This is an optimization exercise on Yosys and OpenROAD, whose aim is a short achievable clock period and few clock cycles, not a production implementation.
Function was checked by simulation only, so behaviour that the tests miss may differ from the original.
No run shown here takes its clock network from TritonCTS; it comes from the design's own scripts or RTL.
No driver is modelled on the clock port, so clock power and skew are understated where the tree is cut down; a real chip needs a root buffer or a tree.
No activity file was given, so power comes from the tool's default toggle rates.

[flow/flow/run.sh]
#!/bin/bash
# The standard layout, except that the clock tree is built by flow/pre_cts.tcl:
# the clock port drives 4 root buffers, each of which drives the
# leaf buffers nearest to it; each leaf buffer drives a cluster of about
# 20 flip-flops. Two buffers from the port to every flip-flop.
set -euo pipefail
here=$(pwd)
export PRE_CTS_TCL=$here/flow/pre_cts.tcl
# Sizing may change a cell's footprint (the platform sets MATCH_CELL_FOOTPRINT=1,
# which keeps the port buffers as the slow cells they start as).
bash standard.sh MATCH_CELL_FOOTPRINT=0 finish > standard.log 2>&1
[flow/flow/pre_cts.tcl]
# Two-level clock tree: the clock port drives one root buffer, which drives
# one leaf buffer per cluster of flip-flops (k-means on their positions).
proc mytree_build {per_leaf} {
  set db [ord::get_db]
  set block [ord::get_db_block]
  set bufm [$db findMaster sky130_fd_sc_hd__clkbuf_16]
  set clk_net [$block findNet clk]
  set sinks {}
  set xs {}
  set ys {}
  foreach it [$clk_net getITerms] {
    set bb [[$it getInst] getBBox]
    lappend sinks $it
    lappend xs [expr {([$bb xMin] + [$bb xMax]) / 2.0}]
    lappend ys [expr {([$bb yMin] + [$bb yMax]) / 2.0}]
  }
  set n [llength $sinks]
  set k [expr {int(ceil($n / double($per_leaf)))}]
  # initial centres on a grid over the sinks' bounding box
  set x0 [tcl::mathfunc::min {*}$xs]; set x1 [tcl::mathfunc::max {*}$xs]
  set y0 [tcl::mathfunc::min {*}$ys]; set y1 [tcl::mathfunc::max {*}$ys]
  set gx [expr {int(ceil(sqrt($k)))}]
  set gy [expr {int(ceil($k / double($gx)))}]
  set cx {}; set cy {}
  for {set j 0} {$j < $k} {incr j} {
    set a [expr {$j % $gx}]; set b [expr {$j / $gx}]
    lappend cx [expr {$x0 + ($a + 0.5) * ($x1 - $x0) / $gx}]
    lappend cy [expr {$y0 + ($b + 0.5) * ($y1 - $y0) / $gy}]
  }
  # k-means with a soft size cap: a centre that is full is skipped
  set cap [expr {int(ceil($n / double($k) * 1.15))}]
  for {set iter 0} {$iter < 30} {incr iter} {
    set cnt [lrepeat $k 0]
    set assign {}
    # visit sinks in order of their distance to the nearest centre, far first
    for {set i 0} {$i < $n} {incr i} {
      set px [lindex $xs $i]; set py [lindex $ys $i]
      set ds {}
      for {set j 0} {$j < $k} {incr j} {
        lappend ds [list [expr {abs($px - [lindex $cx $j]) + abs($py - [lindex $cy $j])}] $j]
      }
      set ds [lsort -real -index 0 $ds]
      set best [lindex $ds 0 1]
      foreach d $ds {
        set j [lindex $d 1]
        if {[lindex $cnt $j] < $cap} { set best $j; break }
      }
      lset cnt $best [expr {[lindex $cnt $best] + 1}]
      lappend assign $best
    }
    set sx [lrepeat $k 0.0]; set sy [lrepeat $k 0.0]
    for {set i 0} {$i < $n} {incr i} {
      set j [lindex $assign $i]
      lset sx $j [expr {[lindex $sx $j] + [lindex $xs $i]}]
      lset sy $j [expr {[lindex $sy $j] + [lindex $ys $i]}]
    }
    for {set j 0} {$j < $k} {incr j} {
      if {[lindex $cnt $j] > 0} {
        lset cx $j [expr {[lindex $sx $j] / [lindex $cnt $j]}]
        lset cy $j [expr {[lindex $sy $j] / [lindex $cnt $j]}]
      }
    }
  }
  # root buffers: the clock port drives nroot of them, each driving the
  # leaves nearest to it (k-means on the leaf positions)
  set lx {}; set ly {}; set lids {}
  for {set j 0} {$j < $k} {incr j} {
    if {[lindex $cnt $j] > 0} { lappend lx [lindex $cx $j]; lappend ly [lindex $cy $j]; lappend lids $j }
  }
  set nl [llength $lids]
  set nroot $::mytree_roots
  if {$nroot > $nl} { set nroot $nl }
  set rx {}; set ry {}
  set lxs [lsort -real $lx]
  set lx0 [tcl::mathfunc::min {*}$lx]; set lx1 [tcl::mathfunc::max {*}$lx]
  set ly0 [tcl::mathfunc::min {*}$ly]; set ly1 [tcl::mathfunc::max {*}$ly]
  set rgx [expr {int(ceil(sqrt($nroot)))}]
  set rgy [expr {int(ceil($nroot / double($rgx)))}]
  for {set r 0} {$r < $nroot} {incr r} {
    set a [expr {$r % $rgx}]; set b [expr {$r / $rgx}]
    lappend rx [expr {$lx0 + ($a + 0.5) * ($lx1 - $lx0) / $rgx}]
    lappend ry [expr {$ly0 + ($b + 0.5) * ($ly1 - $ly0) / $rgy}]
  }
  set rcap [expr {int(ceil($nl / double($nroot)))}]
  for {set iter 0} {$iter < 20} {incr iter} {
    set rcnt [lrepeat $nroot 0]
    set rassign {}
    for {set i 0} {$i < $nl} {incr i} {
      set ds {}
      for {set r 0} {$r < $nroot} {incr r} {
        lappend ds [list [expr {abs([lindex $lx $i] - [lindex $rx $r]) + abs([lindex $ly $i] - [lindex $ry $r])}] $r]
      }
      set ds [lsort -real -index 0 $ds]
      set best [lindex $ds 0 1]
      foreach d $ds { set r [lindex $d 1]; if {[lindex $rcnt $r] < $rcap} { set best $r; break } }
      lset rcnt $best [expr {[lindex $rcnt $best] + 1}]
      lappend rassign $best
    }
    set sx [lrepeat $nroot 0.0]; set sy [lrepeat $nroot 0.0]
    for {set i 0} {$i < $nl} {incr i} {
      set r [lindex $rassign $i]
      lset sx $r [expr {[lindex $sx $r] + [lindex $lx $i]}]
      lset sy $r [expr {[lindex $sy $r] + [lindex $ly $i]}]
    }
    for {set r 0} {$r < $nroot} {incr r} {
      if {[lindex $rcnt $r] > 0} {
        lset rx $r [expr {[lindex $sx $r] / [lindex $rcnt $r]}]
        lset ry $r [expr {[lindex $sy $r] / [lindex $rcnt $r]}]
      }
    }
  }
  for {set r 0} {$r < $nroot} {incr r} {
    if {[lindex $rcnt $r] == 0} continue
    set root [odb::dbInst_create $block $bufm "clkbuf_root_$r"]
    $root setLocation [expr {int([lindex $rx $r])}] [expr {int([lindex $ry $r])}]
    $root setPlacementStatus PLACED
    set rnet [odb::dbNet_create $block "clknet_root_$r"]
    $rnet setSigType CLOCK
    [$root findITerm X] connect $rnet
    [$root findITerm A] connect $clk_net
  }
  for {set i 0} {$i < $nl} {incr i} {
    set j [lindex $lids $i]
    set leaf [odb::dbInst_create $block $bufm "clkbuf_leaf_$j"]
    $leaf setLocation [expr {int([lindex $cx $j])}] [expr {int([lindex $cy $j])}]
    $leaf setPlacementStatus PLACED
    set lnet [odb::dbNet_create $block "clknet_leaf_$j"]
    $lnet setSigType CLOCK
    [$leaf findITerm X] connect $lnet
    [$leaf findITerm A] connect [$block findNet "clknet_root_[lindex $rassign $i]"]
  }
  for {set i 0} {$i < $n} {incr i} {
    set it [lindex $sinks $i]
    set lnet [$block findNet "clknet_leaf_[lindex $assign $i]"]
    $it disconnect
    $it connect $lnet
  }
  $clk_net setSigType CLOCK
  global_connect
  puts "mytree: $n sinks, $nl leaves, $nroot roots, leaf sizes $cnt, root fanouts $rcnt"
}

# Build the tree here, before the CTS step would run TritonCTS, and turn its
# clock_tree_synthesis call into setting the clock to propagated; the rest of
# the CTS step (legalization, timing repair) runs as usual.
set ::mytree_roots 4
mytree_build 20
rename clock_tree_synthesis tritoncts_clock_tree_synthesis
proc clock_tree_synthesis {args} {
  set_propagated_clock [all_clocks]
  puts "clock tree built by pre_cts.tcl; clock_tree_synthesis $args not run"
}
[flow/standard.sh]
#!/bin/bash
# synth_recipe.tcl (not shown) runs the flow's synth.tcl, then flattens the netlist and writes it again
# the make line also repeats each setting of config.mk as NAME=value (left out here)
make -C /OpenROAD-flow-scripts/flow DESIGN_CONFIG=/design/flow/config.mk WORK_HOME=/design/flow/orfs CLKGATE_MAP_FILE= SYNTH_SCRIPT=/design/flow/synth_recipe.tcl "${@:-finish}"
[flow/config.mk]
export PLATFORM = sky130hd
export DESIGN_NAME = segcodec
export DESIGN_NICKNAME = segcodec
export VERILOG_FILES = /design/flow/design.v
export SDC_FILE = /design/flow/constraint.sdc
export NUM_CORES = 4
export LEC_CHECK = 0
export ABC_CLOCK_PERIOD_IN_PS = 2000
export CAP_MARGIN = 20
export CORE_MARGIN = 2
export CORE_UTILIZATION = 40
export SETUP_SLACK_MARGIN = 4.0
export SLEW_MARGIN = 20
export TNS_END_PERCENT = 100
[flow/constraint.sdc]
create_clock -name core_clock -period 6.0 [get_ports {clk}]
set_input_delay 1.2000 -clock core_clock [delete_from_list [all_inputs] [get_ports {clk}]]
set_output_delay 1.2000 -clock core_clock [all_outputs]
set_load 0.01 [all_outputs]
[flow/design.v]
module segcodec (
    input             clk,
    input             rst,
    input             h_req,
    input             h_we,
    input      [1:0]  h_size,     
    input      [12:0] h_addr,
    input      [31:0] h_wdata,
    output            h_done,
    output reg        h_err,
    output reg [31:0] h_rdata,
    output reg        mem_en,
    output reg        mem_we,
    output reg [3:0]  mem_be,
    output reg [8:0]  mem_addr,
    output reg [31:0] mem_wdata,
    input      [31:0] mem_rdata
);
    localparam [10:0] FRAME_LEN   = 11'd1446;
    localparam [10:0] MAX_PAYLOAD = 11'd1440;
    localparam [8:0]  LAST_WORD   = 9'd361;
    localparam [3:0] OP_NOP = 4'd0, OP_ENCODE = 4'd1, OP_DECODE = 4'd2, OP_CSUM = 4'd3;
    localparam [3:0] C_NONE = 4'd0, C_BAD_SIZE = 4'd1, C_BAD_CSUM = 4'd2,
                     C_BAD_VERSION = 4'd3, C_LEN_RANGE = 4'd4, C_ILLEGAL = 4'd5;
    localparam [2:0] P_RD = 3'd0, P_RD0 = 3'd1, P_HDR = 3'd2, P_PAD = 3'd3, P_WAIT = 3'd4;
    reg [2:0]  tx_flags;    
    reg [10:0] tx_len;
    reg [5:0]  tx_seq;
    reg [5:0]  tx_ackn;
    reg        st_err;
    reg        st_valid;
    reg [3:0]  st_cause;
    reg [3:0]  st_lastop;
    reg [31:0] rx_hdr;
    reg [15:0] csum_r;
    reg [15:0] rx_size;
    reg [15:0] cs_len;
    wire [10:0] plen = (rx_hdr[26:16] > MAX_PAYLOAD) ? MAX_PAYLOAD : rx_hdr[26:16];
    reg        v_tx, v_rxh, v_cs, v_rxs, v_csl;
    wire [31:0] tx_hdr = v_tx ? {2'b01, tx_flags, tx_len, 2'b00, tx_seq, 2'b00, tx_ackn}
                              : 32'h40000000;
    wire [31:0] status = {20'd0, st_lastop, st_cause, 2'b00, st_valid, st_err};
    reg        s_idle;      
    reg        s_done;      
    reg        s_gap;       
    reg        s_cmd;       
    reg        s_ref;       
    reg        q_nop;       
    reg [3:0]  q_cause;     
    reg        s_regw;      
    reg        s_frd1;      
    reg        s_fwr1;      
    reg        s_err1;      
    reg        q_rng;       
    reg [8:0]  q_faddr;     
    reg [3:0]  q_fbe;       
    reg        s_frd2;      
    reg        s_run;       
    reg [1:0]  fsel;        
    reg [2:0]  q_reg;       
    reg [31:0] q_wdata;     
    assign h_done = s_done;
    reg        i_req, i_we;
    reg [1:0]  i_size;
    reg [12:0] i_addr;
    reg [31:0] i_wdata;
    always @(posedge clk) begin
        i_req   <= h_req;
        i_we    <= h_we;
        i_size  <= h_size;
        i_addr  <= h_addr;
        i_wdata <= h_wdata;
    end
    function [3:0] lmask;    
        input [1:0] r;
        case (r)
            2'd0: lmask = 4'b1111;
            2'd1: lmask = 4'b1000;
            2'd2: lmask = 4'b1100;
            default: lmask = 4'b1110;
        endcase
    endfunction
    function [3:0] hmask;    
        input [1:0] r;
        hmask = 4'b1111 >> r;
    endfunction
    reg        enc_bad;
    reg [3:0]  enc_lm, enc_m1;
    reg [2:0]  enc_ph0;
    reg        enc_ra2;
    reg [8:0]  enc_ra_end, enc_ps;
    reg [3:0]  enc_pbe, enc_csbe;
    reg        cs_bad;
    reg [3:0]  cs_lm, cs_m1, cs_m0;
    reg [2:0]  cs_ph0;
    reg        cs_ra2;
    reg [8:0]  cs_ra_end;
    reg        rx_ok;
    function [12:0] enc_pack1;
        input [10:0] len;
        reg [3:0] lm;
        begin
            lm = lmask(len[1:0] + 2'd2);
            enc_pack1 = {len > MAX_PAYLOAD, lm,
                         4'b0011 & ((len <= 11'd2) ? lm : 4'b1111),
                         (len >= 11'd3) ? P_RD : P_HDR,
                         len >= 11'd3 && len <= 11'd6};
        end
    endfunction
    function [16:0] cs_pack1;
        input [15:0] len;
        begin
            cs_pack1 = {len > {5'd0, FRAME_LEN}, lmask(len[1:0]),
                        (len <= 16'd4) ? 4'b0000 : (len <= 16'd8) ? lmask(len[1:0]) : 4'b1111,
                        (len <= 16'd4) ? lmask(len[1:0]) : 4'b1111,
                        (len == 16'd0) ? P_WAIT : (len >= 16'd9) ? P_RD : P_RD0,
                        len >= 16'd9 && len <= 16'd12};
        end
    endfunction
    always @(posedge clk) begin
        if (rst) begin
            {enc_bad, enc_lm, enc_m1, enc_ph0, enc_ra2} <= enc_pack1(11'd0);
            {cs_bad, cs_lm, cs_m1, cs_m0, cs_ph0, cs_ra2} <= cs_pack1(16'd0);
            rx_ok <= 1'b0;
        end else if (s_regw) begin
            if (q_reg == 3'd2)
                {enc_bad, enc_lm, enc_m1, enc_ph0, enc_ra2} <= enc_pack1(q_wdata[26:16]);
            if (q_reg == 3'd6)
                {cs_bad, cs_lm, cs_m1, cs_m0, cs_ph0, cs_ra2} <= cs_pack1(q_wdata[15:0]);
            if (q_reg == 3'd5)
                rx_ok <= q_wdata[15:0] == {5'd0, FRAME_LEN};
        end
    end
    wire [10:0] len_e = v_tx ? tx_len : 11'd0;
    wire [15:0] len_c = v_csl ? cs_len : 16'd0;
    wire [1:0]  enc_nr = len_e[1:0] + 2'd2;
    always @(posedge clk) begin
        enc_ra_end <= len_e[10:2] + 9'd1 + {8'd0, len_e[1] & len_e[0]};
        enc_ps     <= (len_e >= 11'd2) ? len_e[10:2] + 9'd1 + {8'd0, len_e[1]} : 9'd2;
        enc_pbe    <= (len_e >= 11'd2) ? hmask(enc_nr) : 4'b1111;
        enc_csbe   <= 4'b1100 | ((len_e <= 11'd1) ? (hmask(enc_nr) & 4'b0011) : 4'b0000);
        cs_ra_end  <= len_c[10:2] - {8'd0, len_c[1:0] == 2'd0};
    end
    wire a_low    = i_addr[12:5] == 8'd0;
    wire is_reg   = a_low && (i_size == 2'd2) && (i_addr[1:0] == 2'b00);
    wire fspace   = i_addr[12] && (i_size == 2'd0);
    wire in_rng   = i_addr[11:0] < {1'b0, FRAME_LEN};
    wire is_cmdw  = is_reg && i_we && (i_addr[4:2] == 3'd0);
    wire go       = s_idle && i_req;
    reg [31:0] reg_rdata;
    always @(*) begin
        case (i_addr[4:2])
            3'd0: reg_rdata = 32'd0;
            3'd1: reg_rdata = status;
            3'd2: reg_rdata = tx_hdr;
            3'd3: reg_rdata = v_rxh ? rx_hdr : 32'd0;
            3'd4: reg_rdata = {16'd0, v_cs ? csum_r : 16'd0};
            3'd5: reg_rdata = {16'd0, v_rxs ? rx_size : 16'd0};
            3'd6: reg_rdata = {16'd0, v_csl ? cs_len : 16'd0};
            default: reg_rdata = {21'd0, v_rxh ? plen : 11'd0};
        endcase
    end
    reg [2:0]  ph;
    reg        e_enc, e_dec;
    reg [8:0]  na;           
    reg [3:0]  lm;           
    reg [3:0]  m0;           
    wire [8:0] ra_end = e_enc ? enc_ra_end : e_dec ? LAST_WORD : cs_ra_end;
    reg  [8:0] ra_end_r;     
    reg        ra2;          
    wire       rd_last = s_cmd ? ra2 : (na == ra_end_r);
    wire [8:0] ps     = enc_ps;
    wire [3:0] pbe    = enc_pbe;
    wire [3:0] csbe   = enc_csbe;
    reg        s_fin;        
    wire [3:0] wop    = i_wdata[3:0];
    wire       cmd_ok = (wop == OP_ENCODE && !enc_bad) || (wop == OP_DECODE && rx_ok) ||
                        (wop == OP_CSUM && !cs_bad);
    wire       run    = s_run;
    reg [3:0]  m_a, m_d;     
    reg        h_a, h_d;     
    reg        r1, r2, r3;   
    reg [31:0] d_q;          
    reg [3:0]  m_q;          
    reg [15:0] cs_s, cs_c;   
    reg [31:0] nzv;          
    reg [8:0]  lo_q, lo1_q, hi_q, hi1_q;
    reg        tz_q;         
    reg        nz_t;
    wire        r0 = |m_a;
    wire [31:0] md = d_q & {{8{m_q[3]}}, {8{m_q[2]}}, {8{m_q[1]}}, {8{m_q[0]}}};
    wire [15:0] fa1_s = cs_s ^ cs_c ^ md[31:16];
    wire [15:0] fa1_c = (cs_s & cs_c) | (cs_s & md[31:16]) | (cs_c & md[31:16]);
    wire [15:0] fa1_r = {fa1_c[14:0], fa1_c[15]};
    wire [15:0] fa2_s = fa1_s ^ fa1_r ^ md[15:0];
    wire [15:0] fa2_c = (fa1_s & fa1_r) | (fa1_s & md[15:0]) | (fa1_r & md[15:0]);
    wire [15:0] fa2_r = {fa2_c[14:0], fa2_c[15]};
    wire [16:0] t_q    = {lo_q[8] ? hi1_q : hi_q, lo_q[7:0]};
    wire [15:0] t1_q   = {lo1_q[8] ? hi1_q[7:0] : hi_q[7:0], lo1_q[7:0]};
    wire [15:0] u      = t_q[16] ? t1_q : t_q[15:0];
    wire [15:0] f2     = !nz_t ? 16'd0 : tz_q ? 16'hFFFF : u;
    wire [15:0] csum_v = ~f2;
    wire [3:0] rd_mask = rd_last ? lm : 4'b1111;
    wire [3:0] pad_be  = ((na == ps) ? pbe : 4'b1111) & ((na == LAST_WORD) ? 4'b1100 : 4'b1111);
    wire       fin_ok  = (ph == P_WAIT) && !s_cmd && !r0 && !r1 && !r2 && !(r3 && e_enc);
    wire       csum_z  = nz_t && (tz_q || t_q == 17'h0FFFF || t_q == 17'h1FFFE);
    reg        x_en, x_we;
    reg [8:0]  x_addr;
    reg [3:0]  x_be;
    reg [31:0] x_wdata;
    reg [3:0]  x_m;
    reg        x_h;
    always @(*) begin
        x_en    = 1'b0;
        x_we    = 1'b0;
        x_addr  = na;
        x_be    = 4'b1111;
        x_wdata = 32'd0;
        x_m     = 4'd0;
        x_h     = 1'b0;
        case (ph)
            P_RD: begin
                x_en = 1'b1;
                x_m  = rd_mask;
            end
            P_RD0: begin
                x_en   = 1'b1;
                x_addr = 9'd0;
                x_m    = m0;
                x_h    = e_dec;
            end
            P_HDR: begin
                x_en    = 1'b1;
                x_we    = 1'b1;
                x_addr  = 9'd0;
                x_wdata = tx_hdr;
            end
            P_PAD: begin
                x_en = 1'b1;
                x_we = 1'b1;
                x_be = pad_be;
            end
            default: begin
                x_en    = fin_ok && e_enc;
                x_we    = 1'b1;
                x_addr  = 9'd1;
                x_be    = csbe;
                x_wdata = {csum_v, 16'd0};
            end
        endcase
        if (!run) x_en = 1'b0;
    end
    always @(posedge clk) begin
        m_d  <= m_a;
        h_d  <= h_a;
        r1   <= r0;
        r2   <= r1;
        r3   <= r2;
        d_q  <= mem_rdata;
        m_q  <= m_d;
        cs_s <= fa2_s;
        cs_c <= fa2_r;
        nzv  <= nzv | md;
        ra_end_r <= ra_end;
        lo_q  <= {1'b0, cs_s[7:0]} + {1'b0, cs_c[7:0]};
        lo1_q <= {1'b0, cs_s[7:0]} + {1'b0, cs_c[7:0]} + 9'd1;
        hi_q  <= {1'b0, cs_s[15:8]} + {1'b0, cs_c[15:8]};
        hi1_q <= {1'b0, cs_s[15:8]} + {1'b0, cs_c[15:8]} + 9'd1;
        tz_q <= cs_s == 16'd0 && cs_c == 16'd0;
        nz_t <= |nzv;
        if (h_d) rx_hdr <= mem_rdata;
        if (s_idle) begin
            h_rdata <= reg_rdata;
        end else begin
            case (fsel)
                2'd0: h_rdata <= {24'd0, mem_rdata[31:24]};
                2'd1: h_rdata <= {24'd0, mem_rdata[23:16]};
                2'd2: h_rdata <= {24'd0, mem_rdata[15:8]};
                default: h_rdata <= {24'd0, mem_rdata[7:0]};
            endcase
        end
        if (s_idle) begin
            q_reg     <= i_addr[4:2];
            q_wdata   <= i_wdata;
            fsel      <= i_addr[1:0];
            mem_we    <= i_we && i_addr[12];
            mem_addr  <= i_addr[12] ? (in_rng ? i_addr[10:2] : 9'd0) : 9'd1;
            q_rng     <= in_rng;
            q_faddr   <= i_addr[10:2];
            q_fbe     <= 4'b1000 >> i_addr[1:0];
            mem_be    <= 4'b1000 >> i_addr[1:0];
            mem_wdata <= {4{i_wdata[7:0]}};
            e_enc  <= i_wdata[1:0] == 2'd1;
            e_dec  <= i_wdata[1:0] == 2'd2;
            na     <= 9'd2;
            h_a    <= 1'b0;
            case (i_wdata[1:0])
                2'd1: begin
                    ph     <= enc_ph0;
                    ra2    <= enc_ra2;
                    lm     <= enc_lm;
                    m0     <= 4'b0000;
                    m_a    <= enc_m1;
                end
                2'd2: begin
                    ph     <= P_RD;
                    ra2    <= 1'b0;
                    lm     <= 4'b1100;
                    m0     <= 4'b1111;
                    m_a    <= 4'b1111;
                end
                default: begin
                    ph     <= cs_ph0;
                    ra2    <= cs_ra2;
                    lm     <= cs_lm;
                    m0     <= cs_m0;
                    m_a    <= cs_m1;
                end
            endcase
        end else begin
            mem_we    <= s_fwr1 || x_we;
            mem_addr  <= s_fwr1 ? q_faddr : x_addr;
            mem_be    <= s_fwr1 ? q_fbe : x_be;
            mem_wdata <= s_fwr1 ? {4{q_wdata[7:0]}} : x_wdata;
            m_a       <= run ? x_m : 4'd0;
            h_a       <= run && x_h;
            if (run) begin
                case (ph)
                    P_RD: begin
                        na <= na + 9'd1;
                        if (rd_last) ph <= e_enc ? P_HDR : P_RD0;
                    end
                    P_RD0: ph <= P_WAIT;
                    P_HDR: begin
                        na <= ps;
                        ph <= P_PAD;
                    end
                    P_PAD: begin
                        na <= na + 9'd1;
                        if (na == LAST_WORD) ph <= P_WAIT;
                    end
                    default: ;
                endcase
            end
        end
        if (s_cmd) begin
            cs_s <= e_enc ? tx_hdr[31:16] : 16'd0;
            cs_c <= e_enc ? tx_hdr[15:0] : 16'd0;
            nzv  <= {31'd0, e_enc};
            r1   <= 1'b1;    
            r2   <= 1'b0;
            r3   <= 1'b0;
            m_q  <= 4'd0;
        end
        if (rst) begin
            s_idle    <= 1'b1;
            s_done    <= 1'b0;
            s_gap     <= 1'b0;
            s_cmd     <= 1'b0;
            s_regw    <= 1'b0;
            s_frd1    <= 1'b0;
            s_frd2    <= 1'b0;
            s_fwr1    <= 1'b0;
            s_err1    <= 1'b0;
            s_run     <= 1'b0;
            s_ref     <= 1'b0;
            h_err     <= 1'b0;
            mem_en    <= 1'b0;
            s_fin     <= 1'b0;
            st_err    <= 1'b0;
            st_valid  <= 1'b0;
            st_cause  <= C_NONE;
            st_lastop <= 4'd0;
            v_tx      <= 1'b0;
            v_rxh     <= 1'b0;
            v_cs      <= 1'b0;
            v_rxs     <= 1'b0;
            v_csl     <= 1'b0;
        end else begin
            s_done  <= go && is_reg && !is_cmdw;
            s_cmd   <= go && is_cmdw;
            s_ref   <= go && is_cmdw && !cmd_ok;
            if (go && is_cmdw && cmd_ok) s_run <= 1'b1;
            if (s_idle) begin
                q_nop   <= wop == OP_NOP;
                q_cause <= (wop == OP_ENCODE || wop == OP_CSUM) ? C_LEN_RANGE :
                           (wop == OP_DECODE) ? C_BAD_SIZE : C_ILLEGAL;
            end
            s_regw  <= go && is_reg && i_we && !is_cmdw;
            s_frd1  <= go && fspace && !i_we;
            s_fwr1  <= go && fspace && i_we;
            s_err1  <= go && !is_reg && !fspace;
            h_err   <= !s_idle && (s_err1 || ((s_fwr1 || s_frd2) && !q_rng));
            mem_en  <= s_idle ? (go && ((fspace && !i_we) || is_cmdw)) : (x_en || (s_fwr1 && q_rng));
            if (s_fwr1 || s_err1) s_done <= 1'b1;
            s_fin   <= 1'b0;
            if (go) s_idle <= 1'b0;
            s_gap   <= s_done;
            if (s_gap) s_idle <= 1'b1;
            if (s_regw) begin
                case (q_reg)
                    3'd2: v_tx  <= 1'b1;
                    3'd5: v_rxs <= 1'b1;
                    3'd6: v_csl <= 1'b1;
                    default: ;   
                endcase
            end
            s_frd2 <= s_frd1;
            if (s_frd2) s_done <= 1'b1;
            if (s_ref) begin
                s_done <= 1'b1;
                if (!q_nop) begin
                    st_err    <= 1'b1;
                    st_valid  <= 1'b0;
                    st_lastop <= q_wdata[3:0];
                    st_cause  <= q_cause;
                    if (q_cause == C_BAD_SIZE) v_rxh <= 1'b0;
                end
            end
            if (s_run && fin_ok) begin
                s_run  <= 1'b0;
                s_done <= 1'b1;
                s_fin  <= 1'b1;
            end
            if (s_fin) begin
                v_cs      <= 1'b1;
                st_lastop <= e_enc ? OP_ENCODE : e_dec ? OP_DECODE : OP_CSUM;
                st_err    <= 1'b0;
                st_valid  <= 1'b0;
                st_cause  <= C_NONE;
                if (e_dec) begin
                    st_err <= 1'b1;
                    v_rxh  <= 1'b0;
                    if (!csum_z) begin
                        st_cause <= C_BAD_CSUM;
                    end else if (rx_hdr[31:30] != 2'b01) begin
                        st_cause <= C_BAD_VERSION;
                    end else begin
                        st_err   <= 1'b0;
                        st_valid <= 1'b1;
                        v_rxh    <= 1'b1;
                    end
                end
            end
        end
    end
    always @(posedge clk) begin
        if (s_regw && q_reg == 3'd2) begin
            tx_flags <= q_wdata[29:27];
            tx_len   <= q_wdata[26:16];
            tx_seq   <= q_wdata[13:8];
            tx_ackn  <= q_wdata[5:0];
        end
        if (s_regw && q_reg == 3'd5) rx_size <= q_wdata[15:0];
        if (s_regw && q_reg == 3'd6) cs_len  <= q_wdata[15:0];
        if (s_fin) csum_r <= csum_v;
    end
endmodule
==> results.ini, run 1 <==
[setup_path]
crit_fanout = 6
timing.critical_path.from_type = flip-flop
cpMaxStageDelayCell = or3_4
end_kind = flip-flop
required_ns = 6.26
cp.arrival_ns = 2.35
crit_type = reg -> reg
max_stage_delay_ns = 0.37
crit_chain = buf_12 -> buf_4 -> nand4_4 -> buf_4 -> or3_4 -> xnor2_4 -> nand2b_4 -> or3_1 -> xnor2_1
cpMostUsedCell = buf_4

[detailed_routing]
antenna_left = 0
drtPass1Iterations = 6
vias_per_cell = 5.53
wl_per_cell_um = 23.2
vias = 15500
wl_mm = 65.2
drc_errors = 0
dr.first_iter.drc_count = 1455

[hold_path]
hp-class = reg -> reg

[timing]
whs_ns = 0.336
hold_viol = 0
fin_tns_setup_ns = 0
fin_crit_ns = 2.10
setup_viol = 0
fin_worst_skew_ns = 0.0330
worst_slew_pin_slew_ns = 1.09
finalMaxSlewViolations = 0
max_freq_ghz = 0.477
rsz0062_at_grt = true
period_share_pct = 35.0
maxSlewHeadroom_pct = 27.1

[yosys]
yosysSeqAreaShare_pct = 59.8
synthCells = 1913
synthFlopType = dfxtp_1
syn_nets = 2072
ys_seq_elements = 543
synth_area_um2 = 21000
async_flop_share_pct = 0
yosysTopAreaCellShare_pct = 35.8
synth_edf_count = 168
ys_types = 76
ys_top_cells_by_area = dfxtp_1 36%, edfxtp_1 24%, nor2_1 3.5%
syn_area_per_cell_um2 = 11.0
yosysWarnings = 1
yosysTopAreaCell = dfxtp_1

[flow_run]
cap_violations = 0

[floorplanning]
die_h_um = 233
core_area_um2 = 51600
rows = 83
start_util_pct = 40.6
die_width_um = 233
io_pins = 164
die_area_um2 = 54300

[grt]
grt_usage_pct = 23.3
grt_pass1_vias = 14800
antenna_found_initial = 2
grt.overflow.total = 0
grt_pass1_wl_mm = 94.8
grt_max_degree = 74

[clock_network]
cts_hold_buffers = 0
worstSkewPairLatency_ns = 0.37
clk_pin_slew_ns = 0.09

[power_and_ir_drop]
p_switching_mw = 2.70
combinationalPowerShare_pct = 27.3
irDropWorstVdd_mv = 0.166
clkPwrFrac_pct = 22.7
switching_share_pct = 29.9
power.share.sequential_pct = 49.9
power_density_nw_per_um2 = 349
p_int_mw = 6.32
power_leakage_nw = 10.0

[layout]
drive_gt1_share_pct = 22.6
mostFrequentLayoutCell = dfxtp_1
diodes = 0
areaGrowthSynthToFinish_pct = 23.1
final_cell_mix = 298 x dfxtp_1, 179 x nor2_1, 168 x edfxtp_1
nets = 2294

[placed_design]
hpwl_mm = 46.4
finalWeightedCongestion = 0.925
port_buffers = 161

[run_status]
status = no timing/DRC/antenna violations

sequential cells by signal (all words and copies together) (netlist names), 30 cells and up:
| name | cells |
|---|---|
| i_wdata | 30 |
| rx_hdr | 32 |
| d_q | 32 |
| mem_wdata | 30 |
| nzv | 32 |
| h_rdata | 32 |
| q_wdata | 30 |
layer usage:
metal  routed length [µm]  track usage [%]
met5                    8                0
met4                 2090             6.13
met1                28700             34.0
met2                29100             36.2
met3                 5230             3.37
cells in the mapped netlist, drive strengths merged (7+ instances only):
master and n:
fa 34, nor3 32, inv 121, and2 31
dfxtp 375, nand2 142, mux4 8, mux2 20
o22ai 27, ha 42, nand4 19, a222oi 9
a31oi 21, or3 9, a211oi 19, nor4 31
buf 18, xor2 26, or2 7, mux2i 8
nand3 42, nor2 196, a22o 10, and3 17
a22oi 16, nor2b 25, o21ai 94, edfxtp 168
xnor2 34, a21oi 125, a32oi 16, nand2b 13
clkbuf 69
cell families (layout without fill, tap and decap cells):
logic type / Yosys count / count (layout) / share of synthesized area, %
AO/OA/AOI/OAI: 402 / 402 / 12.2
AND/OR/NAND/NOR: 588 / 589 / 13.4
buffers and inverters: 208 / 427 / 3.79
flip-flops: 543 / 543 / 59.8
XOR/XNOR: 60 / 60 / 2.60
multiplexers: 36 / 36 / 2.45
adder cells (fa/ha/maj): 76 / 76 / 5.75
final timing paths:
kind / from / to / slack [ns] / cells past startpoint
worst max register to register: v_tx / enc_ps[7] / 3.90 / 9
worst max-delay path: v_tx / enc_ps[7] / 3.90 / 9
worst min-delay path: h_a / h_d / 0.34 / 0
worst min register to register: h_a / h_d / 0.34 / 0
what timing repair did:
item	4_1_cts	5_1_grt
pin swaps	25	37
cloned	3	1
setup buffers	62	31
endpoints found under the setup margin	304	200
gates resized for setup	446	165
cell type report:
type,instances,area (µm²)
Multi-Input combinational cell,1163,8390
Inverter,121,482
Timing Repair Buffer,272,2630
Fill cell,4618,25800
Sequential cell,543,12700
Buffer,32,801
Tap cell,680,851
Timing Repair inverter,2,12.5
power groups by stage:
stage / Sequential, mW / Clock, mW / Combinational [mW]
2_1_floorplan: 4.48 / 0 / 1.42
4_1_cts: 4.50 / 2.10 / 2.27
6_report: 4.51 / 2.05 / 2.46
5_1_grt: 4.55 / 2.22 / 2.73
3_3_place_gp: 4.57 / 0 / 1.96
3_5_place_dp: 4.58 / 0 / 2.00
stage by stage:
step	cells	setup slack (ns)	instance area (µm²)	total power, mW	utilization [%]
CTS	2781	3.87	25000	8.86	48.4
detailed placement	2684	3.11	23300	6.58	45.2
global route	2813	3.82	25800	9.50	50.0
floorplan	1913	3.90	21100	5.90	-
global placement	2684	3.14	23300	6.53	45.2
finish	2813	3.90	25800	9.02	50.0
worst max-delay path: cells and delay by family, from the launching register on:
| kind | cells | cell delay (ns) |
|---|---|---|
| flops | 1 | 0.36 |
| simple gates | 4 | 0.89 |
| xor+xnor | 2 | 0.32 |
| buf+inv | 3 | 0.43 |
Testbench counts, summed over its fixed seeds: cycles 134,415.
==> run 2: changes to the inputs <==
--- a/flow/design.v
+++ b/flow/design.v
@@ -132,8 +132,10 @@
         end
     end
-    wire [10:0] len_e = v_tx ? tx_len : 11'd0;
-    wire [15:0] len_c = v_csl ? cs_len : 16'd0;
+    reg  [10:0] len_e;
+    reg  [15:0] len_c;
     wire [1:0]  enc_nr = len_e[1:0] + 2'd2;
     always @(posedge clk) begin
+        len_e      <= v_tx ? tx_len : 11'd0;
+        len_c      <= v_csl ? cs_len : 16'd0;
         enc_ra_end <= len_e[10:2] + 9'd1 + {8'd0, len_e[1] & len_e[0]};
         enc_ps     <= (len_e >= 11'd2) ? len_e[10:2] + 9'd1 + {8'd0, len_e[1]} : 9'd2;
@@ -182,12 +184,34 @@
     reg        r1, r2, r3;   
     reg [31:0] d_q;          
-    reg [3:0]  m_q;          
     reg [15:0] cs_s, cs_c;   
     reg [31:0] nzv;          
-    reg [8:0]  lo_q, lo1_q, hi_q, hi1_q;
+    reg [16:0] t_q;          
+    reg [15:0] t1_q;         
     reg        tz_q;         
+    function [16:0] add16;
+        input [15:0] a, b;
+        input        cin;
+        reg [15:0] g, p, gn, pn;
+        integer i, d;
+        begin
+            g = a & b;
+            p = a ^ b;
+            g[0] = g[0] | (p[0] & cin);
+            for (d = 1; d < 16; d = d * 2) begin
+                gn = g;
+                pn = p;
+                for (i = d; i < 16; i = i + 1) begin
+                    gn[i] = g[i] | (p[i] & g[i - d]);
+                    pn[i] = p[i] & p[i - d];
+                end
+                g = gn;
+                p = pn;
+            end
+            add16 = {g[15], (a ^ b) ^ {g[14:0], cin}};
+        end
+    endfunction
     reg        nz_t;
     wire        r0 = |m_a;
-    wire [31:0] md = d_q & {{8{m_q[3]}}, {8{m_q[2]}}, {8{m_q[1]}}, {8{m_q[0]}}};
+    wire [31:0] md = d_q;
     wire [15:0] fa1_s = cs_s ^ cs_c ^ md[31:16];
     wire [15:0] fa1_c = (cs_s & cs_c) | (cs_s & md[31:16]) | (cs_c & md[31:16]);
@@ -196,6 +220,4 @@
     wire [15:0] fa2_c = (fa1_s & fa1_r) | (fa1_s & md[15:0]) | (fa1_r & md[15:0]);
     wire [15:0] fa2_r = {fa2_c[14:0], fa2_c[15]};
-    wire [16:0] t_q    = {lo_q[8] ? hi1_q : hi_q, lo_q[7:0]};
-    wire [15:0] t1_q   = {lo1_q[8] ? hi1_q[7:0] : hi_q[7:0], lo1_q[7:0]};
     wire [15:0] u      = t_q[16] ? t1_q : t_q[15:0];
     wire [15:0] f2     = !nz_t ? 16'd0 : tz_q ? 16'hFFFF : u;
@@ -257,14 +279,11 @@
         r2   <= r1;
         r3   <= r2;
-        d_q  <= mem_rdata;
-        m_q  <= m_d;
+        d_q  <= mem_rdata & {{8{m_d[3]}}, {8{m_d[2]}}, {8{m_d[1]}}, {8{m_d[0]}}};
         cs_s <= fa2_s;
         cs_c <= fa2_r;
         nzv  <= nzv | md;
         ra_end_r <= ra_end;
-        lo_q  <= {1'b0, cs_s[7:0]} + {1'b0, cs_c[7:0]};
-        lo1_q <= {1'b0, cs_s[7:0]} + {1'b0, cs_c[7:0]} + 9'd1;
-        hi_q  <= {1'b0, cs_s[15:8]} + {1'b0, cs_c[15:8]};
-        hi1_q <= {1'b0, cs_s[15:8]} + {1'b0, cs_c[15:8]} + 9'd1;
+        t_q   <= add16(cs_s, cs_c, 1'b0);
+        t1_q  <= add16(cs_s, cs_c, 1'b1);
         tz_q <= cs_s == 16'd0 && cs_c == 16'd0;
         nz_t <= |nzv;
@@ -280,15 +299,15 @@
             endcase
         end
+        mem_we    <= s_fwr1 || (run && x_we);
+        mem_be    <= s_fwr1 ? q_fbe : x_be;
+        mem_wdata <= s_fwr1 ? {4{q_wdata[7:0]}} : x_wdata;
         if (s_idle) begin
             q_reg     <= i_addr[4:2];
             q_wdata   <= i_wdata;
             fsel      <= i_addr[1:0];
-            mem_we    <= i_we && i_addr[12];
             mem_addr  <= i_addr[12] ? (in_rng ? i_addr[10:2] : 9'd0) : 9'd1;
             q_rng     <= in_rng;
             q_faddr   <= i_addr[10:2];
             q_fbe     <= 4'b1000 >> i_addr[1:0];
-            mem_be    <= 4'b1000 >> i_addr[1:0];
-            mem_wdata <= {4{i_wdata[7:0]}};
             e_enc  <= i_wdata[1:0] == 2'd1;
             e_dec  <= i_wdata[1:0] == 2'd2;
@@ -319,8 +338,5 @@
             endcase
         end else begin
-            mem_we    <= s_fwr1 || x_we;
             mem_addr  <= s_fwr1 ? q_faddr : x_addr;
-            mem_be    <= s_fwr1 ? q_fbe : x_be;
-            mem_wdata <= s_fwr1 ? {4{q_wdata[7:0]}} : x_wdata;
             m_a       <= run ? x_m : 4'd0;
             h_a       <= run && x_h;
@@ -351,5 +367,5 @@
             r2   <= 1'b0;
             r3   <= 1'b0;
-            m_q  <= 4'd0;
+            d_q  <= 32'd0;
         end
         if (rst) begin
==> run 2 against run 1 <==
  * Cell count fell by 2.5%
  * Sequential share of layout area rose by 2.4 points
  * Critical path depth fell by 8
  * Flip-flop and latch count rose by 15
  * Utilization fell by 2.0 points
  * Synthesized cell count fell by 1.3%
  * Die area rose by 1.4%
  * Clock power barely moved
  * Final area fell by 2.3%
  * Area after synthesis rose by 1.4%
  * Wire length fell by 4.4%
  * Via count fell by 3.4%
  * Critical endpoint is now h_rdata[5]
==> results.ini, run 2 <==
[detailed_routing]
met3_wirelength_mm = 5.28  ; +1.1%
wl_per_cell_um = 22.7  ; -2.0%
antenna_left = 0  ; unchanged
vias_per_cell = 5.47  ; -0.95%
wl_met1_mm = 27.3  ; -5.0%
top_layer = met4
vias = 15000  ; -3.4%
drc_errors = 0  ; unchanged
dr_wl_met2_mm = 27.8  ; -4.5%
drtPass1Iterations = 7  ; +1
dr.first_iter.drc_count = 1576  ; +8.3%
wl_mm = 62.3  ; -4.4%

[layout]
mostFrequentLayoutCell = dfxtp_1
areaGrowthSynthToFinish_pct = 18.7
final_cell_area_um2 = 25200  ; -2.3%
drive_gt1_share_pct = 17.4  ; -5.2 points
fillCellCount = 4807  ; +4.1%
seq_area_um2 = 13000  ; +2.4%
nets = 2212  ; -3.6%
final_cell_mix = 311 x dfxtp_1, 173 x nor2_1, 168 x edfxtp_1
multi_input_area_um2 = 8000  ; -4.6%

[placed_design]
pre_cts_slack_ns = 2.97  ; -0.136 ns
port_buffers = 161  ; unchanged
finalWeightedCongestion = 0.954  ; +3.2%
placed_area_um2 = 23500  ; +0.54%
hpwl_mm = 45.7  ; -1.6%

[yosys]
ys_top_cells_by_area = dfxtp_1 37%, edfxtp_1 24%, fa_1 3.2%
synth_common_cells = 390 x dfxtp_1, 177 x nor2_1, 168 x edfxtp_1
synth-simple-area-share_pct = 13.6  ; +0.19 points
ys_seq_elements = 558  ; +2.8%
syn_nets = 2047  ; -1.2%
ys_types = 84  ; +11%
synth_most_common_cell = dfxtp_1
yosysWarnings = 1  ; unchanged
yosysSeqAreaShare_pct = 60.4  ; +0.58 points
synthXorXnorAreaFrac_pct = 2.97  ; +0.37 points
synthFlopType = dfxtp_1
yosysTopAreaCellShare_pct = 36.7  ; +0.92 points
synth_compound_area_share_pct = 11.9  ; -0.30 points
synthCells = 1889  ; -1.3%
syn_area_per_cell_um2 = 11.3  ; +2.7%
synth_area_um2 = 21300  ; +1.4%
yosysTopAreaCell = dfxtp_1
synth_edf_count = 168  ; unchanged
synth-adder-area-share_pct = 5.61  ; -0.14 points
async_flop_share_pct = 0  ; unchanged
synth_top_family_by_area = simple AND/OR/NAND/NOR gates
synth_mux_area_share_pct = 2.07  ; -0.38 points

[setup_path]
crit_chain = buf_6
cpLargestDelayFamily = flip-flops
end_kind = output pin
cp.arrival_ns = 0.85  ; -1.50 ns
max_stage_delay_ns = 0.37  ; about the same
critical_path.startpoint = h_rdata[5]
crit_fanout = 1  ; -5
cp.depth = 1  ; -8
reg2reg_from = t_q[16]
critPathBufInv = 1  ; -2
timing.critical_path.from_type = flip-flop
required_ns = 4.80  ; -1.46 ns
reg2reg_slack_ns = 3.98  ; +0.08 ns
critPathCapture = h_rdata[5]
cpMaxStageDelayCell = dfxtp_4
rr_worst_depth = 4  ; -5
rr_endpoint = mem_wdata[28]
crit_type = reg -> out

[grt]
grt_pass1_vias = 14300  ; -3.7%
antenna_found_initial = 3  ; +1
grt_max_degree = 82  ; +11%
grt.overflow.total = 0  ; unchanged
grt_pass1_wl_mm = 90.3  ; -4.7%
grt_usage_pct = 21.9  ; -1.5 points

[clock_network]
worstSkewPairLatency_ns = 0.37  ; about the same
clk_pin_slew_ns = 0.08  ; about the same
cts_hold_buffers = 0  ; unchanged

[floorplanning]
die_width_um = 235  ; +0.69%
core_area_um2 = 52600  ; +1.8%
die_area_um2 = 55000  ; +1.4%
start_util_pct = 40.5  ; -0.17 points
rows = 84  ; +1.2%
io_pins = 164  ; unchanged
die_h_um = 235  ; +0.69%

[timing]
period_share_pct = 34.2  ; -0.77 points
rsz0062_at_grt = true
max_freq_ghz = 0.487  ; +2.3%
finalMaxSlewViolations = 0  ; unchanged
maxSlewHeadroom_pct = 35.1  ; +8.0 points
worst_slew_pin_slew_ns = 0.973  ; -0.120 ns
hold_viol = 0  ; unchanged
setup_viol = 0  ; unchanged
fin_worst_skew_ns = 0.0312  ; -0.00179 ns
fin_tns_setup_ns = 0  ; unchanged
fin_crit_ns = 2.05  ; -0.0463 ns
setup_slack_ns = 3.95  ; +0.0463 ns

[flow_run]
cap_violations = 0  ; unchanged

[power_and_ir_drop]
power_density_nw_per_um2 = 366  ; +4.6%
irDropWorstVdd_mv = 0.210  ; +27%
power_leakage_nw = 9.97  ; -0.25%

[run_status]
status = no timing/DRC/antenna violations

[hold_path]
hp-class = reg -> reg

## run 2: cell types whose count changed in the layout (fill, tap and decap cells not counted), moves of 21 or more
cell and delta:
buf_4 -29, and2_1 +25, inv_1 -28, a21oi_1 -41
buf_6 -21
## run 2: kinds of logic after synthesis
logic type                 count (synthesis)
DFF                                      558
muxes                                     32
buffers and inverters                    186
xor gates and xnor gates                  72
AOI/OAI and AO/OA                        379
adders and majority gates                 75
and+or+nand+nor                          587
## run 2: final cells by class
class / instances / area share, %
Timing Repair Buffer: 228 / 8.90
Antenna cell: 2 / 0.0198
Inverter: 87 / 1.34
Tap cell: 688 / 3.41
Buffer: 32 / 3.17
Multi-Input combinational cell: 1145 / 31.7
Timing Repair inverter: 2 / 0.0595
Sequential cell: 558 / 51.4
## run 2: where the power goes
part	leakage, nW	switching, mW	internal (mW)
combinational	4.77	1.30	1.17
sequential	4.81	0.347	4.33
clock	0.394	1.12	0.955
total	9.97	2.76	6.46
## run 2: through the flow
stage / std cells / total power, mW / utilization, % / hold slack, ns
CTS: 2711 / 9.09 / 46.9 / 0.331
floorplan: 1889 / 6.17 / - / 0.310
global route: 2740 / 9.71 / 48.0 / 0.341
global placement: 2653 / 6.84 / 44.6 / 0.315
detailed placement: 2653 / 6.90 / 44.6 / 0.313
finish: 2742 / 9.23 / 48.0 / 0.330
## run 2: metal layers
layer / vias to the layer above / global-route usage, %
met3: 97 / 3.65
met1: 7335 / 31.4
met2: 611 / 34.5
met5: - / 0
met4: 0 / 5.21
li1: 6963 / -
## run 2: worst min-delay path by stage
| stage | startpoint | end | slack (ns) | cells past startpoint |
|---|---|---|---|---|
| final | h_a | h_d | 0.33 | 0 |
| after CTS | h_a | h_d | 0.33 | 0 |
| after detailed placement | h_a | h_d | 0.31 | 0 |
| after global routing | h_a | h_d | 0.34 | 0 |
| after floorplan | h_a | h_d | 0.31 | 0 |
| after global placement | h_a | h_d | 0.31 | 0 |
## run 2: repair_timing
action                                 CTS  global route
pin swaps                                8            10
setup endpoints to repair              252           130
endpoints found under the hold margin    0             0
gates cloned                             3             2
setup buffers                           23            27
gates resized for setup                414           103
Testbench counts of run 2, summed over its fixed seeds: cycles 134,415.
==> run 3: changes to the inputs <==
--- a/flow/config.mk
+++ b/flow/config.mk
@@ -10,5 +10,5 @@
 export CORE_MARGIN = 2
 export CORE_UTILIZATION = 40
-export SETUP_SLACK_MARGIN = 4.0
+export SETUP_SLACK_MARGIN = 4.3
 export SLEW_MARGIN = 20
 export TNS_END_PERCENT = 100
==> run 3 against run 2 <==
  * Cell count grew 3.6%
  * Fmax grew 1.1%
  * Utilization grew 3.5 points
  * Wire length grew 4.5%
  * Still clean
  * Flip-flop and latch count is the same
  * Critical path type unchanged
==> results.ini, run 3 <==
[run_status]
status = no timing/DRC/antenna violations

[floorplanning]
rows = 84  ; unchanged
die_h_um = 235  ; unchanged
start_util_pct = 40.5  ; unchanged
die_area_um2 = 55000  ; unchanged
die_width_um = 235  ; unchanged
core_area_um2 = 52600  ; unchanged
io_pins = 164  ; unchanged

[flow_run]
cap_violations = 0  ; unchanged

[detailed_routing]
vias = 15700  ; +4.5%
top_layer = met4
wl_mm = 65.1  ; +4.5%
antenna_left = 0  ; unchanged
vias_per_cell = 5.52  ; +0.83%
drtPass1Iterations = 8  ; +1
met3_wirelength_mm = 5.93  ; +12%
wl_met1_mm = 27.5  ; +0.87%
wl_per_cell_um = 22.9  ; +0.83%
dr_wl_met2_mm = 29.4  ; +5.8%
drc_errors = 0  ; unchanged
dr.first_iter.drc_count = 1768  ; +12%

[grt]
grt_pass1_vias = 15000  ; +5.2%
grt_pass1_wl_mm = 93.2  ; +3.2%
grt_max_degree = 76  ; -7.3%
grt_usage_pct = 22.7  ; +0.81 points
antenna_found_initial = 1  ; -2
grt.overflow.total = 0  ; unchanged

[clock_network]
clk_pin_slew_ns = 0.09  ; about the same
worstSkewPairLatency_ns = 0.37  ; about the same

[hold_path]
hp-class = reg -> reg
hp-start = m_a[0]

[yosys]
synthFlopType = dfxtp_1
synth_most_common_cell = dfxtp_1
synth_compound_area_share_pct = 11.9  ; unchanged
yosysTopAreaCellShare_pct = 36.7  ; unchanged
synth_area_um2 = 21300  ; unchanged
syn_area_per_cell_um2 = 11.3  ; unchanged
synthCells = 1889  ; unchanged
ys_types = 84  ; unchanged
ys_top_cells_by_area = dfxtp_1 37%, edfxtp_1 24%, fa_1 3.2%
synth_mux_area_share_pct = 2.07  ; unchanged
yosysWarnings = 1  ; unchanged
syn_nets = 2047  ; unchanged
synth_common_cells = 390 x dfxtp_1, 177 x nor2_1, 168 x edfxtp_1
yosysTopAreaCell = dfxtp_1
yosysSeqAreaShare_pct = 60.4  ; unchanged
synth-adder-area-share_pct = 5.61  ; unchanged
ys_seq_elements = 558  ; unchanged
synth_edf_count = 168  ; unchanged
async_flop_share_pct = 0  ; unchanged
synthXorXnorAreaFrac_pct = 2.97  ; unchanged
synth-simple-area-share_pct = 13.6  ; unchanged
synth_top_family_by_area = simple AND/OR/NAND/NOR gates

[timing]
worst_slew_pin_slew_ns = 0.784  ; -0.189 ns
whs_ns = 0.335  ; +0.00532 ns
rsz0062_at_grt = true
fin_worst_skew_ns = 0.0490  ; +0.0178 ns
setup_viol = 0  ; unchanged
fin_crit_ns = 2.03  ; -0.0230 ns
hold_viol = 0  ; unchanged
fin_tns_setup_ns = 0  ; unchanged
period_share_pct = 33.8  ; -0.38 points
setup_slack_ns = 3.97  ; +0.0230 ns
maxSlewHeadroom_pct = 47.6  ; +13 points
max_freq_ghz = 0.493  ; +1.1%
finalMaxSlewViolations = 0  ; unchanged

[layout]
areaGrowthSynthToFinish_pct = 27.2
diodes = 0  ; -2
seq_area_um2 = 13100  ; +0.68%
final_cell_area_um2 = 27100  ; +7.2%
nets = 2314  ; +4.6%
drive_gt1_share_pct = 30.4  ; +13 points
multi_input_area_um2 = 8970  ; +12%
mostFrequentLayoutCell = dfxtp_1
final_cell_mix = 286 x dfxtp_1, 168 x edfxtp_1, 161 x nor2_1
fillCellCount = 4512  ; -6.1%

[setup_path]
max_stage_delay_ns = 0.36  ; about the same
critPathBufInv = 1  ; unchanged
crit_chain = buf_6
cp.arrival_ns = 0.83  ; -0.02 ns
required_ns = 4.80  ; about the same
cpMaxStageDelayCell = dfxtp_2
reg2reg_from = i_addr[3]
timing.critical_path.from_type = flip-flop
crit_type = reg -> out
crit_fanout = 1  ; unchanged
cpLargestDelayFamily = flip-flops
end_kind = output pin
critical_path.startpoint = h_rdata[4]

[placed_design]
placed_area_um2 = 23700  ; +0.94%
port_buffers = 161  ; unchanged
finalWeightedCongestion = 0.949  ; -0.57%
pre_cts_slack_ns = 3.05  ; +0.0826 ns
hpwl_mm = 45.5  ; -0.38%

[power_and_ir_drop]
switching_share_pct = 30.7  ; +0.70 points
combinationalPowerShare_pct = 31.6  ; +4.8 points
clkPwrFrac_pct = 20.9  ; -1.6 points
power_leakage_nw = 10.5  ; +5.1%
p_int_mw = 6.88  ; +6.5%
power.share.sequential_pct = 47.5  ; -3.2 points
power_density_nw_per_um2 = 367  ; +0.34%
irDropWorstVdd_mv = 0.222  ; +5.6%
p_switching_mw = 3.04  ; +10%

## run 3: cell counts after synthesis
No cell type changed its count.
## run 3: through the flow
step                std cells  utilization, %  power, mW
global placement         2653            45.0       7.00
detailed placement       2653            45.1       7.05
CTS                      2786            49.2       9.55
floorplan                1889               -       6.36
global route             2842            51.5       10.4
finish                   2842            51.5       9.92
## run 3: worst paths after layout
kind                 to  slack (ns)  cells past startpoint
max          h_rdata[4]        3.97                      1
min              m_d[0]        0.33                      0
max reg2reg  h_rdata[6]        4.10                      7
min reg2reg      m_d[0]        0.33                      0
## run 3: cell families (layout without fill, tap and decap cells)
kind of cell	after synthesis	count (layout)
xor+xnor	72	72
flops	558	558
fa+ha+maj	75	75
mux	32	32
buf+inv	186	449
compound gates	379	379
simple gates	587	589
## run 3: final cells by class
type                       instances  area share [%]
timing repair inverter             2          0.0555
sequential                       558            48.3
tap                              688            3.18
multi-input combinational       1147            33.2
inverter                          87            1.25
timing repair buffer             328            11.1
buffer                            32            2.96
## run 3: per-layer routing
metal	vias to the layer above	track usage [%]
met5	-	0
met3	105	4.38
met4	0	7.08
met2	717	35.9
li1	7162	-
met1	7699	31.4
## run 3: power groups by stage
stage / Clock (mW) / Sequential, mW / Combinational [mW]
after floorplan: 0 / 4.63 / 1.73
after global placement: 0 / 4.75 / 2.25
after detailed placement: 0 / 4.75 / 2.29
after CTS: 2.11 / 4.69 / 2.75
after global routing: 2.23 / 4.75 / 3.41
final: 2.08 / 4.71 / 3.13
## run 3: repair_timing
action	CTS	global route
resized for setup	637	187
cloned	5	3
setup buffers	96	53
hold buffers	0	0
pin swaps	64	96
endpoints found under the setup margin	387	215
hold endpoints to repair	0	0
==> run 4: changes to the inputs <==
--- a/flow/design.v
+++ b/flow/design.v
@@ -50,4 +50,5 @@
     reg        s_regw;      
     reg        s_frd1;      
+    reg        r_rng;       
     reg        s_fwr1;      
     reg        s_err1;      
@@ -124,10 +125,10 @@
             rx_ok <= 1'b0;
         end else if (s_regw) begin
-            if (q_reg == 3'd2)
-                {enc_bad, enc_lm, enc_m1, enc_ph0, enc_ra2} <= enc_pack1(q_wdata[26:16]);
-            if (q_reg == 3'd6)
-                {cs_bad, cs_lm, cs_m1, cs_m0, cs_ph0, cs_ra2} <= cs_pack1(q_wdata[15:0]);
-            if (q_reg == 3'd5)
-                rx_ok <= q_wdata[15:0] == {5'd0, FRAME_LEN};
+            if (i_addr[4:2] == 3'd2)
+                {enc_bad, enc_lm, enc_m1, enc_ph0, enc_ra2} <= enc_pack1(i_wdata[26:16]);
+            if (i_addr[4:2] == 3'd6)
+                {cs_bad, cs_lm, cs_m1, cs_m0, cs_ph0, cs_ra2} <= cs_pack1(i_wdata[15:0]);
+            if (i_addr[4:2] == 3'd5)
+                rx_ok <= i_wdata[15:0] == {5'd0, FRAME_LEN};
         end
     end
@@ -150,4 +151,9 @@
     wire is_cmdw  = is_reg && i_we && (i_addr[4:2] == 3'd0);
     wire go       = s_idle && i_req;
+    wire st0      = s_gap || (s_idle && !i_req);
+    wire h_isreg  = h_addr[12:5] == 8'd0 && h_size == 2'd2 && h_addr[1:0] == 2'b00;
+    wire fw       = h_req && st0 && h_isreg && h_we && h_addr[4:2] != 3'd0;
+    wire fr       = h_req && st0 && h_addr[12] && h_size == 2'd0 && !h_we;
+    wire h_inrng  = h_addr[11:0] < {1'b0, FRAME_LEN};
     reg [31:0] reg_rdata;
     always @(*) begin
@@ -300,11 +306,14 @@
         end
         mem_we    <= s_fwr1 || (run && x_we);
+        mem_addr  <= st0 ? h_addr[10:2] : s_idle ? 9'd1 : s_fwr1 ? q_faddr : x_addr;
         mem_be    <= s_fwr1 ? q_fbe : x_be;
         mem_wdata <= s_fwr1 ? {4{q_wdata[7:0]}} : x_wdata;
+        if (st0) begin
+            fsel  <= h_addr[1:0];
+            r_rng <= h_inrng;
+        end
         if (s_idle) begin
             q_reg     <= i_addr[4:2];
             q_wdata   <= i_wdata;
-            fsel      <= i_addr[1:0];
-            mem_addr  <= i_addr[12] ? (in_rng ? i_addr[10:2] : 9'd0) : 9'd1;
             q_rng     <= in_rng;
             q_faddr   <= i_addr[10:2];
@@ -338,5 +347,4 @@
             endcase
         end else begin
-            mem_addr  <= s_fwr1 ? q_faddr : x_addr;
             m_a       <= run ? x_m : 4'd0;
             h_a       <= run && x_h;
@@ -394,5 +402,5 @@
             v_csl     <= 1'b0;
         end else begin
-            s_done  <= go && is_reg && !is_cmdw;
+            s_done  <= (go && is_reg && !i_we) || fw;
             s_cmd   <= go && is_cmdw;
             s_ref   <= go && is_cmdw && !cmd_ok;
@@ -403,10 +411,10 @@
                            (wop == OP_DECODE) ? C_BAD_SIZE : C_ILLEGAL;
             end
-            s_regw  <= go && is_reg && i_we && !is_cmdw;
-            s_frd1  <= go && fspace && !i_we;
+            s_regw  <= fw;
+            s_frd1  <= fr;
             s_fwr1  <= go && fspace && i_we;
             s_err1  <= go && !is_reg && !fspace;
-            h_err   <= !s_idle && (s_err1 || ((s_fwr1 || s_frd2) && !q_rng));
-            mem_en  <= s_idle ? (go && ((fspace && !i_we) || is_cmdw)) : (x_en || (s_fwr1 && q_rng));
+            h_err   <= !s_idle && (s_err1 || (s_fwr1 && !q_rng) || (s_frd2 && !r_rng));
+            mem_en  <= (fr && h_inrng) || (go && is_cmdw) || x_en || (s_fwr1 && q_rng);
             if (s_fwr1 || s_err1) s_done <= 1'b1;
             s_fin   <= 1'b0;
@@ -414,6 +422,7 @@
             s_gap   <= s_done;
             if (s_gap) s_idle <= 1'b1;
+            if (fw || fr) s_idle <= 1'b0;
             if (s_regw) begin
-                case (q_reg)
+                case (i_addr[4:2])
                     3'd2: v_tx  <= 1'b1;
                     3'd5: v_rxs <= 1'b1;
@@ -462,12 +471,12 @@
     end
     always @(posedge clk) begin
-        if (s_regw && q_reg == 3'd2) begin
-            tx_flags <= q_wdata[29:27];
-            tx_len   <= q_wdata[26:16];
-            tx_seq   <= q_wdata[13:8];
-            tx_ackn  <= q_wdata[5:0];
+        if (s_regw && i_addr[4:2] == 3'd2) begin
+            tx_flags <= i_wdata[29:27];
+            tx_len   <= i_wdata[26:16];
+            tx_seq   <= i_wdata[13:8];
+            tx_ackn  <= i_wdata[5:0];
         end
-        if (s_regw && q_reg == 3'd5) rx_size <= q_wdata[15:0];
-        if (s_regw && q_reg == 3'd6) cs_len  <= q_wdata[15:0];
+        if (s_regw && i_addr[4:2] == 3'd5) rx_size <= i_wdata[15:0];
+        if (s_regw && i_addr[4:2] == 3'd6) cs_len  <= i_wdata[15:0];
         if (s_fin) csum_r <= csum_v;
     end
--- a/flow/config.mk
+++ b/flow/config.mk
@@ -10,5 +10,5 @@
 export CORE_MARGIN = 2
 export CORE_UTILIZATION = 40
-export SETUP_SLACK_MARGIN = 4.3
+export SETUP_SLACK_MARGIN = 4.6
 export SLEW_MARGIN = 20
 export TNS_END_PERCENT = 100
==> run 4 against run 3 <==
  * Largest cell class unchanged
  * Clock skew down 0.011 ns
  * Area after synthesis fell by 2.1%
  * Combinational power rose by 13%
  * Die area is 2.1% lower
  * Final area increased by 11%
  * Still clean on timing, DRC and antenna
==> results.ini, run 4 <==
[timing]
worst_slew_pin_slew_ns = 0.662  ; -0.122 ns
fin_worst_skew_ns = 0.0381  ; -0.0109 ns
finalMaxSlewViolations = 0  ; unchanged
hold_viol = 0  ; unchanged
fin_tns_setup_ns = 0  ; unchanged
setup_viol = 0  ; unchanged
rsz0062_at_grt = true
maxSlewHeadroom_pct = 55.5  ; +7.9 points
fin_crit_ns = 2.04  ; +0.0131 ns
max_freq_ghz = 0.490  ; -0.64%
period_share_pct = 34.0  ; +0.22 points

[layout]
drive_gt1_share_pct = 46.9  ; +17 points
nets = 2428  ; +4.9%
final_cell_mix = 227 x dfxtp_1, 198 x buf_6, 147 x edfxtp_1
final_cell_area_um2 = 30000  ; +11%
mostFrequentLayoutCell = dfxtp_1
multi_input_area_um2 = 10400  ; +16%
seq_area_um2 = 12600  ; -3.8%
diodes = 0  ; unchanged
areaGrowthSynthToFinish_pct = 44.4
fillCellCount = 4058  ; -10%
fin_cells = 2950  ; +3.8%

[detailed_routing]
wl_mm = 73.0  ; +12%
wl_per_cell_um = 24.8  ; +8.1%
vias_per_cell = 5.67  ; +2.7%
antenna_left = 0  ; unchanged
drc_errors = 0  ; unchanged
drtPass1Iterations = 6  ; -2
vias = 16700  ; +6.6%
dr.first_iter.drc_count = 1845  ; +4.4%

[yosys]
synthXorXnorAreaFrac_pct = 3.16  ; +0.19 points
yosysWarnings = 1  ; unchanged
synthFlopType = dfxtp_1
yosysSeqAreaShare_pct = 58.7  ; -1.7 points
async_flop_share_pct = 0  ; unchanged
yosysTopAreaCell = dfxtp_1
ys_types = 82  ; -2.4%
synth_compound_area_share_pct = 12.5  ; +0.66 points
yosysTopAreaCellShare_pct = 37.5  ; +0.80 points
synth_common_cells = 390 x dfxtp_1, 164 x nor2_1, 151 x nand2_1
synth-adder-area-share_pct = 5.61  ; about the same
syn_nets = 2035  ; -0.59%
ys_top_cells_by_area = dfxtp_1 38%, edfxtp_1 21%, fa_1 3.3%
synth_edf_count = 147  ; -13%
synth_most_common_cell = dfxtp_1
synth_mux_area_share_pct = 2.18  ; +0.11 points
synth-simple-area-share_pct = 14.2  ; +0.58 points
synth_area_um2 = 20800  ; -2.1%
synth_top_family_by_area = simple AND/OR/NAND/NOR gates
syn_area_per_cell_um2 = 11.1  ; -1.6%
synthCells = 1879  ; -0.53%
ys_seq_elements = 537  ; -3.8%

[grt]
grt_usage_pct = 25.7  ; +3.0 points
grt_pass1_vias = 16200  ; +7.5%
grt_pass1_wl_mm = 103  ; +11%
grt.overflow.total = 0  ; unchanged
antenna_found_initial = 0  ; -1
grt_max_degree = 76  ; unchanged

[run_status]
status = no timing/DRC/antenna violations

[floorplanning]
die_width_um = 232  ; -1.1%
die_h_um = 232  ; -1.1%
die_area_um2 = 53900  ; -2.1%
start_util_pct = 40.5  ; about the same
rows = 83  ; -1.2%
core_area_um2 = 51400  ; -2.2%
io_pins = 164  ; unchanged

[clock_network]
cts_hold_buffers = 0  ; unchanged
clk_pin_slew_ns = 0.09  ; about the same
worstSkewPairLatency_ns = 0.37  ; about the same

[setup_path]
max_stage_delay_ns = 0.37  ; about the same
crit_type = reg -> out
cpLargestDelayFamily = flip-flops
timing.critical_path.from_type = flip-flop
crit_fanout = 1  ; unchanged
required_ns = 4.80  ; about the same
cpMaxStageDelayCell = dfxtp_2
crit_chain = buf_6
end_kind = output pin
critPathBufInv = 1  ; unchanged
cp.arrival_ns = 0.84  ; about the same

[hold_path]
hp-class = reg -> reg

[placed_design]
place_inst = 2631  ; -0.83%
placed_area_um2 = 23800  ; +0.44%
hpwl_mm = 47.2  ; +3.7%
finalWeightedCongestion = 0.927  ; -2.3%
port_buffers = 161  ; unchanged

[flow_run]
cap_violations = 0  ; unchanged

[power_and_ir_drop]
power_density_nw_per_um2 = 338  ; -8.0%
power_mw = 10.1  ; +2.2%
power_leakage_nw = 11.6  ; +11%
irDropWorstVdd_mv = 0.203  ; -8.7%

-- run 4: metrics by stage --
stage                     setup slack, ns  utilization (%)  hold WS (ns)
after global placement               3.08             46.2         0.314
after global routing                 3.89             58.5         0.355
final                                3.96             58.5         0.354
after detailed placement             3.09             46.3         0.315
after CTS                            3.88             55.4         0.336
after floorplan                      3.87                -         0.310
-- run 4: path summary, 6_finish.rpt --
| path | startpoint | endpoint | slack (ns) | cells after the start |
|---|---|---|---|---|
| worst max-delay path | h_rdata[0] | h_rdata[0] | 3.96 | 1 |
| worst min-delay path | m_a[2] | m_d[2] | 0.35 | 0 |
| worst max register to register | i_addr[2] | cs_m0[2] | 4.09 | 9 |
| worst min register to register | m_a[2] | m_d[2] | 0.35 | 0 |
-- run 4: layout make-up --
cell class	instances	share of cell area (%)
Inverter	87	1.27
Tap cell	680	2.83
Sequential cell	537	41.8
Buffer	31	2.58
Timing Repair Buffer	451	16.7
Multi-Input combinational cell	1160	34.6
Timing Repair inverter	4	0.217
-- run 4: timing repair --
item,4_1_cts,5_1_grt
setup buffers,199,67
gates resized for setup,1014,238
pin swaps,175,144
cloned,18,2
endpoints found under the setup margin,500,384
-- run 4: worst reg2reg max path, delay by kind of cell, from the launching register on --
family                 cells  cell delay (ns)
and+or+nand+nor            4             0.87
buffers and inverters      4             0.50
DFF                        1             0.38
AOI/OAI and AO/OA          1             0.06
-- run 4: power by group --
group / internal [mW] / switching (mW)
clock network: 0.926 / 1.11
registers: 4.20 / 0.368
logic: 1.81 / 1.72
total: 6.94 / 3.20
-- run 4: cell families (layout without fill, tap and decap cells) --
kind of cell             after synthesis  after routing
AND/OR/NAND/NOR                      584            587
adder cells (fa/ha/maj)               73             73
multiplexers                          33             33
XOR/XNOR                              75             75
AO/OA/AOI/OAI                        391            392
buffers and inverters                186            573
flip-flops                           537            537
-- run 4: layer usage --
| metal | vias up | part of all wire [%] | routed length (µm) | GRT usage, % |
|---|---|---|---|---|
| met2 | 888 | 45 | 32900 | 40.4 |
| met5 | - | 0 | 0 | 0 |
| met1 | 8247 | 41 | 29900 | 36.1 |
| met3 | 152 | 11 | 7780 | 5.43 |
| met4 | 0 | 3.3 | 2420 | 6.25 |
| li1 | 7427 | - | - | - |
Testbench counts of run 4, summed over its fixed seeds: cycles 133,596.

[re-timing with driven ports]
How much do the figures lean on ideal ports? The routed layouts below were timed once more, with nothing changed but the port constraints.
Step 1 (the two cells are an assumption about what drives the block):
set clk [get_ports {clk}]
set_driving_cell -lib_cell sky130_fd_sc_hd__clkbuf_16 $clk
set_driving_cell -lib_cell sky130_fd_sc_hd__buf_2 [delete_from_list [all_inputs] $clk]
Step 2 also shifts input and output timing later by t, the mid clock arrival at the registers, as if the neighbouring blocks saw the same clock.
a / b / c = ideal ports / drivers / drivers and shift; a / b = the first two.
run | t (ns) | setup slack, ns | worst register clock-pin slew, ns | worst slew at a driven data input, ns
run 1 | 0.477 | 3.902 / 3.835 / 3.619 | 0.09 / 0.09 | 0.04
run 2 | 0.476 | 3.948 / 3.826 / 3.669 | 0.09 / 0.09 | 0.04
run 3 | 0.468 | 3.971 / 3.853 / 3.722 | 0.09 / 0.09 | 0.06
run 4 | 0.469 | 3.958 / 3.838 / 3.574 | 0.09 / 0.09 | 0.15
After both steps every run listed still meets setup and hold. For run 4, which loses most, drivers alone change the setup slack by -0.120 ns; drivers and shift together by -0.384 ns.
